What follows belongs to an exercise in optimizing a design on an open flow for small area, a short achievable clock period and few clock cycles; a production flow would make more cautious choices.
RTL that was checked went through simulation tests only; none was proved equivalent to the original.
Power figures rest on the tool's default switching activity, not on a simulated workload.

build 19:
// intlit_parse
module intlit_parse (
    input  wire        clk,
    input  wire        rst,
    input  wire        cmd_valid,
    output wire        cmd_ready,
    input  wire [31:0] cmd,
    input  wire [31:0] soft_code,
    input  wire [31:0] hard_code,
    input  wire        tok_empty,
    input  wire        ch_valid,
    output wire        ch_ready,
    input  wire [7:0]  ch_data,
    input  wire        ch_last,
    output wire        rsp_valid,
    input  wire        rsp_ready,
    output wire [3:0]  rsp_status,
    output wire [31:0] rsp_code,
    output wire [31:0] rsp_word0,
    output wire [31:0] rsp_word1
);
export LEC_CHECK = 0
export CAP_MARGIN = 20
export CORE_MARGIN = 2
export CORE_UTILIZATION = 55
export SETUP_SLACK_MARGIN = 3
export SLEW_MARGIN = 20
export SYNTH_HIERARCHICAL = 1
create_clock -name core_clock -period 7.0 [get_ports {clk}]
standard.sh (not shown) runs the stock make flow with config.mk's settings and CLKGATE_MAP_FILE= SYNTH_SCRIPT=/design/flow/synth_recipe.tcl, a recipe that flattens the netlist after the stock synthesis.
==> flow/flow/run.sh <==
#!/bin/bash
# Standard ORFS layout, but with the port buffers built from the smallest
# plain buffer (buf_1) instead of the delay buffer buffer_ports picks by
# default; the resizer upsizes them where timing or fanout needs it.
set -euo pipefail
bash standard.sh synth > synth.log 2>&1
bash standard.sh "BUFFER_PORTS_ARGS=-buffer_cell sky130_fd_sc_hd__buf_1" finish > layout.log 2>&1
Testbench counts of build 19, summed over its fixed seeds: cycles 23,027.
For build 13, these inputs were changed with respect to build 19:
- a change of CORE_UTILIZATION from 55 to 40
- an added TNS_END_PERCENT of 100
- a change of SETUP_SLACK_MARGIN from 3 to 2.5
Notes after the runs:
Build 13: flow completed, timing, DRC and antenna clean. Delta(total routing usage reported by global routing, build 13 - build 19) < 0. Build 19 was larger in final cell area than build 13. Looking at launch point of the worst path, the lo_wm1_q[1]$_SDFFE_PP0P_ result is from build 19; the acc[2]$_SDFFE_PP0P_ one comes from build 13. | smallest setup slack after layout | build 13 vs build 19 | 0.17 ns lower |. [build 13] combinational power fell about 17% relative to build 19. The total power in build 13 was lower than what build 19 gave. Going from build 19 to build 13, achievable frequency shrank by a few percent.
The inputs of build 49 differ from those of build 13 as listed below.
- swapping 40 for 55 in CORE_UTILIZATION
- swapping 100 for 10 in TNS_END_PERCENT
==> comparison <==
Build 49 vs. build 13: worst-case setup slack after placement moved up, power moved down, routed wire length moved down, count of clock-buffer cells in the layout moved down. Final standard cell area without fillers (higher): build 13.


Setup of job 6394:
Another version of the RTL of intlit_parse (not shown whole).
Size: roughly 1600 cells after synthesis, roughly 150 flip-flops.
export LEC_CHECK = 0
export CAP_MARGIN = 20
export CORE_MARGIN = 2
export CORE_UTILIZATION = 40
export SETUP_SLACK_MARGIN = 0
export SLEW_MARGIN = 20
export SYNTH_HIERARCHICAL = 1
create_clock -name core_clock -period 7.0 [get_ports {clk}]
Scripts as last shown in full above: flow/flow/run.sh
Job 6394 did not stop at any stage, and its layout met the timing, design-rule and antenna checks.
Relative to job 6394, the following input files were edited for job 4215:
# job 6394
export LEC_CHECK = 0
export CAP_MARGIN = 20
export CORE_MARGIN = 2
export CORE_UTILIZATION = 40
export SETUP_SLACK_MARGIN = 0
export SLEW_MARGIN = 20
export SYNTH_HIERARCHICAL = 1
create_clock -name core_clock -period 7.0 [get_ports {clk}]
# job 4215
export LEC_CHECK = 0
export CAP_MARGIN = 20
export CORE_MARGIN = 2
export CORE_UTILIZATION = 40
export SLEW_MARGIN = 20
export SYNTH_HIERARCHICAL = 1
create_clock -name core_clock -period 7.0 [get_ports {clk}]
==> flow/run.sh (new file) <==
#!/bin/bash
# synth_recipe.tcl (not shown) runs the flow's synth.tcl, then flattens the netlist and writes it again
# the make line also repeats each setting of config.mk as NAME=value (left out here)
make -C /OpenROAD-flow-scripts/flow DESIGN_CONFIG=/design/flow/config.mk WORK_HOME=/design/flow/orfs CLKGATE_MAP_FILE= SYNTH_SCRIPT=/design/flow/synth_recipe.tcl finish
removed: flow/flow/run.sh
removed: flow/standard.sh
### Flow results
Job 4215: no failed stages, no open violations at the end
Taking job 6394 as the reference, in job 4215 fraction of met3 tracks used by global routing rose 2.2 points, relative slew slack rose 9.3 points.
Cmp job 6394 and job 4215 / portion of total power attributed to sequential cells / lower: job 4215
In the reports for job 6394 and job 4215, the smaller setup slack belongs to job 4215.
Cmp job 6394 and job 4215 / share of power burned in the clock network / lower: job 4215
Relative to job 4215, the following input files were edited for job 3098:
# job 4215
export LEC_CHECK = 0
export CAP_MARGIN = 20
export CORE_MARGIN = 2
export CORE_UTILIZATION = 40
export SLEW_MARGIN = 20
export SYNTH_HIERARCHICAL = 1
create_clock -name core_clock -period 7.0 [get_ports {clk}]
# job 3098
export LEC_CHECK = 0
export CAP_MARGIN = 20
export CORE_MARGIN = 2
export CORE_UTILIZATION = 40
export SETUP_SLACK_MARGIN = 2
export SLEW_MARGIN = 20
export SYNTH_HIERARCHICAL = 1
create_clock -name core_clock -period 7.0 [get_ports {clk}]
==> flow/flow/run.sh (new file) <==
#!/bin/bash
# Standard ORFS layout, but with the port buffers built from the smallest
# plain buffer (buf_1) instead of the delay buffer buffer_ports picks by
# default; the resizer upsizes them where timing or fanout needs it.
set -euo pipefail
bash standard.sh synth > synth.log 2>&1
bash standard.sh "BUFFER_PORTS_ARGS=-buffer_cell sky130_fd_sc_hd__buf_1" finish > layout.log 2>&1
==> flow/standard.sh (new file) <==
#!/bin/bash
# synth_recipe.tcl (not shown) runs the flow's synth.tcl, then flattens the netlist and writes it again
# the make line also repeats each setting of config.mk as NAME=value (left out here)
make -C /OpenROAD-flow-scripts/flow DESIGN_CONFIG=/design/flow/config.mk WORK_HOME=/design/flow/orfs CLKGATE_MAP_FILE= SYNTH_SCRIPT=/design/flow/synth_recipe.tcl "${@:-finish}"
removed: flow/run.sh
==> comparison <==
- Job 3098: full flow OK, the timing, design-rule and antenna checks passed
- Of job 3098 and job 4215, the run reporting the higher final worst-path cycle share was job 4215.
- On combinational share of power, the lower figure sits with job 4215, not job 3098.
- Diff job 4215 -> job 3098: clock period minus worst slack went down by 1.04 ns; number of inserted diodes comparable; non-clock buffer count saw an increase; post-CTS setup buffer count saw an increase.
- Job 4215 → job 3098: routed wire length on met3 fell by about 5.5%; placer congestion estimate rose by 2.0%.
- The origin of the worst setup path comes out age[3]$_DFFE_PP_ in one run and bge[1]$_DFFE_PP_ in the other, namely in job 4215 and job 3098 respectively.
- Internal power in job 3098 is 1.9% below job 4215.
- Status: total non-filler cell area in the finished layout parity (job 3098, job 4215)
- The least setup slack across all paths after layout in job 3098 was higher than what job 4215 gave.
No run of this note included a check of the RTL's function; only the layout flow was run.


Another version of the RTL of intlit_parse (not shown whole).
For scale: roughly 14000 um^2 of cells after synthesis.
==> flow/config.mk <==
export PLATFORM = sky130hd
export DESIGN_NAME = intlit_parse
export DESIGN_NICKNAME = intlit_parse
export VERILOG_FILES = /design/flow/design.v
export SDC_FILE = /design/flow/constraint.sdc
export NUM_CORES = 4
export LEC_CHECK = 0
export CAP_MARGIN = 20
export CORE_MARGIN = 2
export CORE_UTILIZATION = 40
export SETUP_SLACK_MARGIN = 2.5
export SLEW_MARGIN = 20
export SYNTH_HIERARCHICAL = 1
==> flow/constraint.sdc <==
create_clock -name core_clock -period 7.0 [get_ports {clk}]
set_input_delay 1.4000 -clock core_clock [delete_from_list [all_inputs] [get_ports {clk}]]
set_output_delay 1.4000 -clock core_clock [all_outputs]
set_load 0.01 [all_outputs]
==> flow/flow/run.sh <==
#!/bin/bash
# Standard ORFS layout, but with the port buffers built from the smallest
# plain buffer (buf_1) instead of the delay buffer buffer_ports picks by
# default; the resizer upsizes them where timing or fanout needs it.
set -euo pipefail
bash standard.sh synth > synth.log 2>&1
bash standard.sh "BUFFER_PORTS_ARGS=-buffer_cell sky130_fd_sc_hd__buf_1" finish > layout.log 2>&1
The first run went through all stages and came out clean.
Testbench counts at the start, summed over its fixed seeds: cycles 23,027.
Next try:
--- a/flow/config.mk
+++ b/flow/config.mk
@@ -10,3 +10,3 @@
 export CORE_UTILIZATION = 40
-export SETUP_SLACK_MARGIN = 2.5
+export SETUP_SLACK_MARGIN = 3
 export SLEW_MARGIN = 20
Outcome:
- die area is unchanged
- combinational power is higher by a quarter to a third
- cell count rises by a few percent
Next try:
--- a/flow/config.mk
+++ b/flow/config.mk
@@ -10,3 +10,3 @@
 export CORE_UTILIZATION = 40
-export SETUP_SLACK_MARGIN = 3
+export SETUP_SLACK_MARGIN = 2
 export SLEW_MARGIN = 20
- The new run passed the timing, design-rule and antenna checks
- die area stays the same
- design area is lower by 14%
- area after synthesis stays the same
- sequential power is higher by about 2%
- final cell count is lower by 3.4%
- via count is lower by 6.0%
- non-clock buffer count is lower by 82
- hold slack degrades by 0.017 ns
- synthesized cell count does not change
Next try:
--- a/flow/config.mk
+++ b/flow/config.mk
@@ -9,4 +9,4 @@
 export CORE_MARGIN = 2
-export CORE_UTILIZATION = 40
-export SETUP_SLACK_MARGIN = 2
+export CORE_UTILIZATION = 55
+export SETUP_SLACK_MARGIN = 2.5
 export SLEW_MARGIN = 20
Effect:
- critical path depth went down by 14
- routed wire length went down by 2.8%
- sequential cell count is unchanged
- total power is higher by 0.40%
- clock skew came out lower by 0.0089 ns
- non-clock buffer count went up by 11
- combinational power goes up by about 1%
- fmax rose by 8.9%
- first-iteration DRC count increases by 16%


== old ==
Another version of the RTL of intlit_parse (not shown whole).
For scale: about 1800 cells after synthesis, ~210 I/O pins.
==> flow/config.mk <==
export PLATFORM = sky130hd
export DESIGN_NAME = intlit_parse
export DESIGN_NICKNAME = intlit_parse
export VERILOG_FILES = /design/flow/design.v
export SDC_FILE = /design/flow/constraint.sdc
export NUM_CORES = 4
export LEC_CHECK = 0
export CAP_MARGIN = 20
export CORE_MARGIN = 2
export CORE_UTILIZATION = 55
export PLACE_DENSITY = 0.75
export SETUP_SLACK_MARGIN = 2.5
export SLEW_MARGIN = 20
export SYNTH_HIERARCHICAL = 1
==> flow/constraint.sdc <==
create_clock -name core_clock -period 7.0 [get_ports {clk}]
set_input_delay 1.4000 -clock core_clock [delete_from_list [all_inputs] [get_ports {clk}]]
set_output_delay 1.4000 -clock core_clock [all_outputs]
set_load 0.01 [all_outputs]
Scripts as last shown in full above: flow/flow/run.sh
old finished every stage and its layout cleared the timing, design-rule and antenna checks.
Testbench counts of old, summed over its fixed seeds: cycles 23,027.
For new, these inputs were changed with respect to old:
- PLACE_DENSITY no longer set, was 0.75
- CORE_UTILIZATION now 60, was 55
### Flow results
- The setup slack of the critical path after layout in new sits 0.025 ns above the value recorded for old.
- met1 track demand over resource in global routing in new is 2.8 points above old.
- The via count reported for new is lower than the one for old.
- Between new and old, the share of total power in sequential cells figures differ only marginally.
- Fraction of area in registers: new vs old up 0.33 points
- Between new and old, the difference in share of final layout cell area taken by clock buffers and inverters is negligible.


Setup of run 1:
RTL: one of the versions met above, not the one the previous note started from.
Size: ~14000 um2 of cells after synthesis.
clock: 7.0 ns
lec_check: 0
cap_margin: 20
core_margin: 2
core_utilization: 55
setup_slack_margin: 2.5
slew_margin: 20
synth_hierarchical: 1
==> flow/flow/run.sh <==
#!/bin/bash
# Standard ORFS layout, but with the port buffers built from the smallest
# plain buffer (buf_1) instead of the delay buffer buffer_ports picks by
# default, and with power recovery (downsizing of gates off the critical
# paths) after global routing; the resizer upsizes port buffers where timing
# or fanout needs it.
set -euo pipefail
bash standard.sh synth > synth.log 2>&1
bash standard.sh "BUFFER_PORTS_ARGS=-buffer_cell sky130_fd_sc_hd__buf_1" "RECOVER_POWER=100" finish > layout.log 2>&1
Every stage of run 1 finished as expected; the final checks, on the other hand, flagged max-capacitance violations, max-slew violations, which means the layout fails.
Testbench counts of run 1, summed over its fixed seeds: cycles 23,027.
Input-level comparison between run 2 and run 1:
- SETUP_SLACK_MARGIN: 2.5 -> 2.25
==> flow/flow/run.sh <==
#!/bin/bash
# Standard ORFS layout, but with the port buffers built from the smallest
# plain buffer (buf_1) instead of the delay buffer buffer_ports picks by
# default; the resizer upsizes them where timing or fanout needs it.
set -euo pipefail
bash standard.sh synth > synth.log 2>&1
bash standard.sh "BUFFER_PORTS_ARGS=-buffer_cell sky130_fd_sc_hd__buf_1" finish > layout.log 2>&1
--- outcome ---
- In summary, run 2 completed successfully, with a layout that passed the timing, design-rule and antenna checks.
- In the reports for run 1 and run 2, the smaller power share of the clock group belongs to run 1.
- Relative to run 1, the post-detailed-routing wire length measured on run 2 has decreased slightly.
- From run 1 to run 2 the numbers moved as follows: share of the final layout cell area in sequential cells did not really move; power after layout neither gained nor lost much.
Changes in run 3 relative to run 2:
- a change of SETUP_SLACK_MARGIN from 2.25 to 2.5
--- outcome ---
- Per the comparison of run 3 with run 2, via total after detailed routing went up, clock period minus worst slack went down.
- Diff run 2 and run 3: fill cell total of the finished layout lower in run 2
- From run 2 to run 3 the numbers moved as follows: clock skew did not really move; sequential share of layout area now sits lower; critical path depth lost 1.
- Last element of the critical path: rsp_word1[26] -> run 2, rsp_word0[30] -> run 3
- Run 3 reports a higher number of standard cells in the final layout excluding fillers than run 2 does.
- Combinational power: run 3 vs run 2 up about 2%
- Re wire length: run 2 was lower than run 3.
- Final core utilization was higher in the run labelled run 3.


== exp/fjord ==
intlit_parse with an RTL version that a note above also has.
Size in the first run: about 1800 cells after synthesis, roughly 210 I/O pins, roughly 0.014 mm² of cells after synthesis.
export LEC_CHECK = 0
export CAP_MARGIN = 20
export CORE_MARGIN = 2
export CORE_UTILIZATION = 55
export CTS_BUF_LIST = sky130_fd_sc_hd__clkbuf_4 sky130_fd_sc_hd__clkbuf_8
export SETUP_SLACK_MARGIN = 2.5
export SLEW_MARGIN = 20
export SYNTH_HIERARCHICAL = 1
create_clock -name core_clock -period 7.0 [get_ports {clk}]
==> flow/flow/run.sh <==
#!/bin/bash
# Standard ORFS layout, but with the port buffers built from the smallest
# plain buffer (buf_1) instead of the delay buffer buffer_ports picks by
# default; the resizer upsizes them where timing or fanout needs it.
set -euo pipefail
bash standard.sh synth > synth.log 2>&1
bash standard.sh "BUFFER_PORTS_ARGS=-buffer_cell sky130_fd_sc_hd__buf_1" finish > layout.log 2>&1
Testbench counts of exp/fjord, summed over its fixed seeds: cycles 23,027.
Relative to exp/fjord, the following input files were edited for exp/pepper:
Settings: GPL_TIMING_DRIVEN: unset -> 0; CTS_BUF_LIST: sky130_fd_sc_hd__clkbuf_4 sky130_fd_sc_hd__clkbuf_8 -> unset.
Notes after the runs:
Delta (exp/pepper minus exp/fjord): share of the core filled with cells in the final layout picked up an extra 2.9 points, multi-input logic portion of the cell area went down 1.5 points, final period utilization climbed 0.44 points, worst path setup slack after routing now smaller.
Clock latency reported for the late side of the worst-skew pair in exp/pepper is 50 ps lower than in exp/fjord
exp/pepper ended with more leakage power figure than exp/fjord.
On area overhead of the layout relative to synthesis: between exp/fjord and exp/pepper, it ends up lower for exp/fjord.
exp/fjord → exp/pepper: wire length of the first global-routing pass higher, met3 track demand over resource in global routing higher, total routing resource utilization after global routing higher, normalized max-slew margin higher.
--- input diff exp/pepper..exp/lagoon ---
Settings: SLEW_MARGIN now 10, was 20; CAP_MARGIN now 10, was 20; GPL_TIMING_DRIVEN no longer set, was 0.
### Flow results
- For the overall routed net length, exp/lagoon came in 8.3% lower than exp/pepper did.
- The worst relative slew slack of exp/lagoon falls short of that of exp/pepper by 0.52 points.
- Length of routed wiring on met1: lower on exp/lagoon
- Relative to exp/pepper, time the worst path needs with I/O delays and setup decreased by 99 ps in exp/lagoon.

[port drivers added, routing unchanged]
In the flow no input, the clock included, has a driving cell. The finished layouts below were timed again as built, in two steps. Step 1: set_driving_cell puts a clkbuf_16 on clk and a buf_2 on each other input, an assumption about the parent block. Step 2, shift: input delay + t, output delay - t, t = (earliest + latest rising clock arrival at the registers) / 2. This alone moves slack from input paths to output paths. a / b / c = no drivers / after step 1 / after step 2; a / b = the first two.
| run | t (ns) | setup WS [ns] | hold slack, ns | clock arrival spread, ns | pins driven straight from the clock port |
|---|---|---|---|---|---|
| build 19 | 0.482 | 2.691 / 2.642 / 2.678 | 0.471 / 0.471 / 0.471 | 0.019 / 0.019 | 1 |
| build 13 | 0.483 | 2.522 / 2.471 / 2.377 | 0.456 / 0.456 / 0.456 | 0.010 / 0.011 | 1 |
| build 49 | 0.477 | 2.478 / 2.428 / 2.414 | 0.473 / 0.473 / 0.473 | 0.017 / 0.017 | 1 |
| job 6394 | 0.495 | 0.895 / 0.843 / 1.338 | 0.499 / 0.499 / 0.499 | 0.014 / 0.014 | 1 |
| job 4215 | 0.499 | 0.560 / 0.507 / 1.006 | 0.495 / 0.495 / 0.495 | 0.016 / 0.016 | 1 |
| job 3098 | 0.480 | 1.595 / 1.547 / 2.028 | 0.541 / 0.541 / 0.541 | 0.015 / 0.015 | 1 |
| the first run of note 3 | 0.480 | 2.450 / 2.400 / 2.187 | 0.547 / 0.547 / 0.547 | 0.012 / 0.012 | 1 |
| the second run of note 3 | 0.479 | 2.706 / 2.655 / 2.275 | 0.548 / 0.548 / 0.548 | 0.015 / 0.016 | 1 |
| the third run of note 3 | 0.493 | 2.168 / 2.168 / 1.849 | 0.530 / 0.530 / 0.530 | 0.022 / 0.022 | 1 |
| the fourth run of note 3 | 0.471 | 2.562 / 2.521 / 2.160 | 0.533 / 0.533 / 0.533 | 0.013 / 0.014 | 1 |
| old | 0.482 | 2.582 / 2.536 / 2.348 | 0.457 / 0.457 / 0.457 | 0.017 / 0.016 | 1 |
| new | 0.486 | 2.608 / 2.558 / 2.315 | 0.463 / 0.463 / 0.463 | 0.023 / 0.023 | 1 |
| run 1 | 0.478 | 1.667 / 1.617 / 1.872 | 0.472 / 0.472 / 0.472 | 0.016 / 0.016 | 1 |
| run 2 | 0.487 | 2.410 / 2.361 / 2.413 | 0.456 / 0.456 / 0.456 | 0.016 / 0.016 | 1 |
| run 3 | 0.476 | 2.621 / 2.572 / 2.426 | 0.470 / 0.470 / 0.470 | 0.016 / 0.015 | 1 |
| exp/fjord | 0.520 | 2.555 / 2.509 / 2.475 | 0.474 / 0.474 / 0.474 | 0.025 / 0.025 | 1 |
| exp/pepper | 0.478 | 2.524 / 2.477 / 2.131 | 0.452 / 0.452 / 0.452 | 0.018 / 0.017 | 1 |
| exp/lagoon | 0.488 | 2.623 / 2.572 / 2.415 | 0.464 / 0.464 / 0.464 | 0.016 / 0.015 | 1 |
The setup slack of the second run of note 3, which loses most, moves by -0.051 ns with the drivers and by -0.431 ns with both steps.
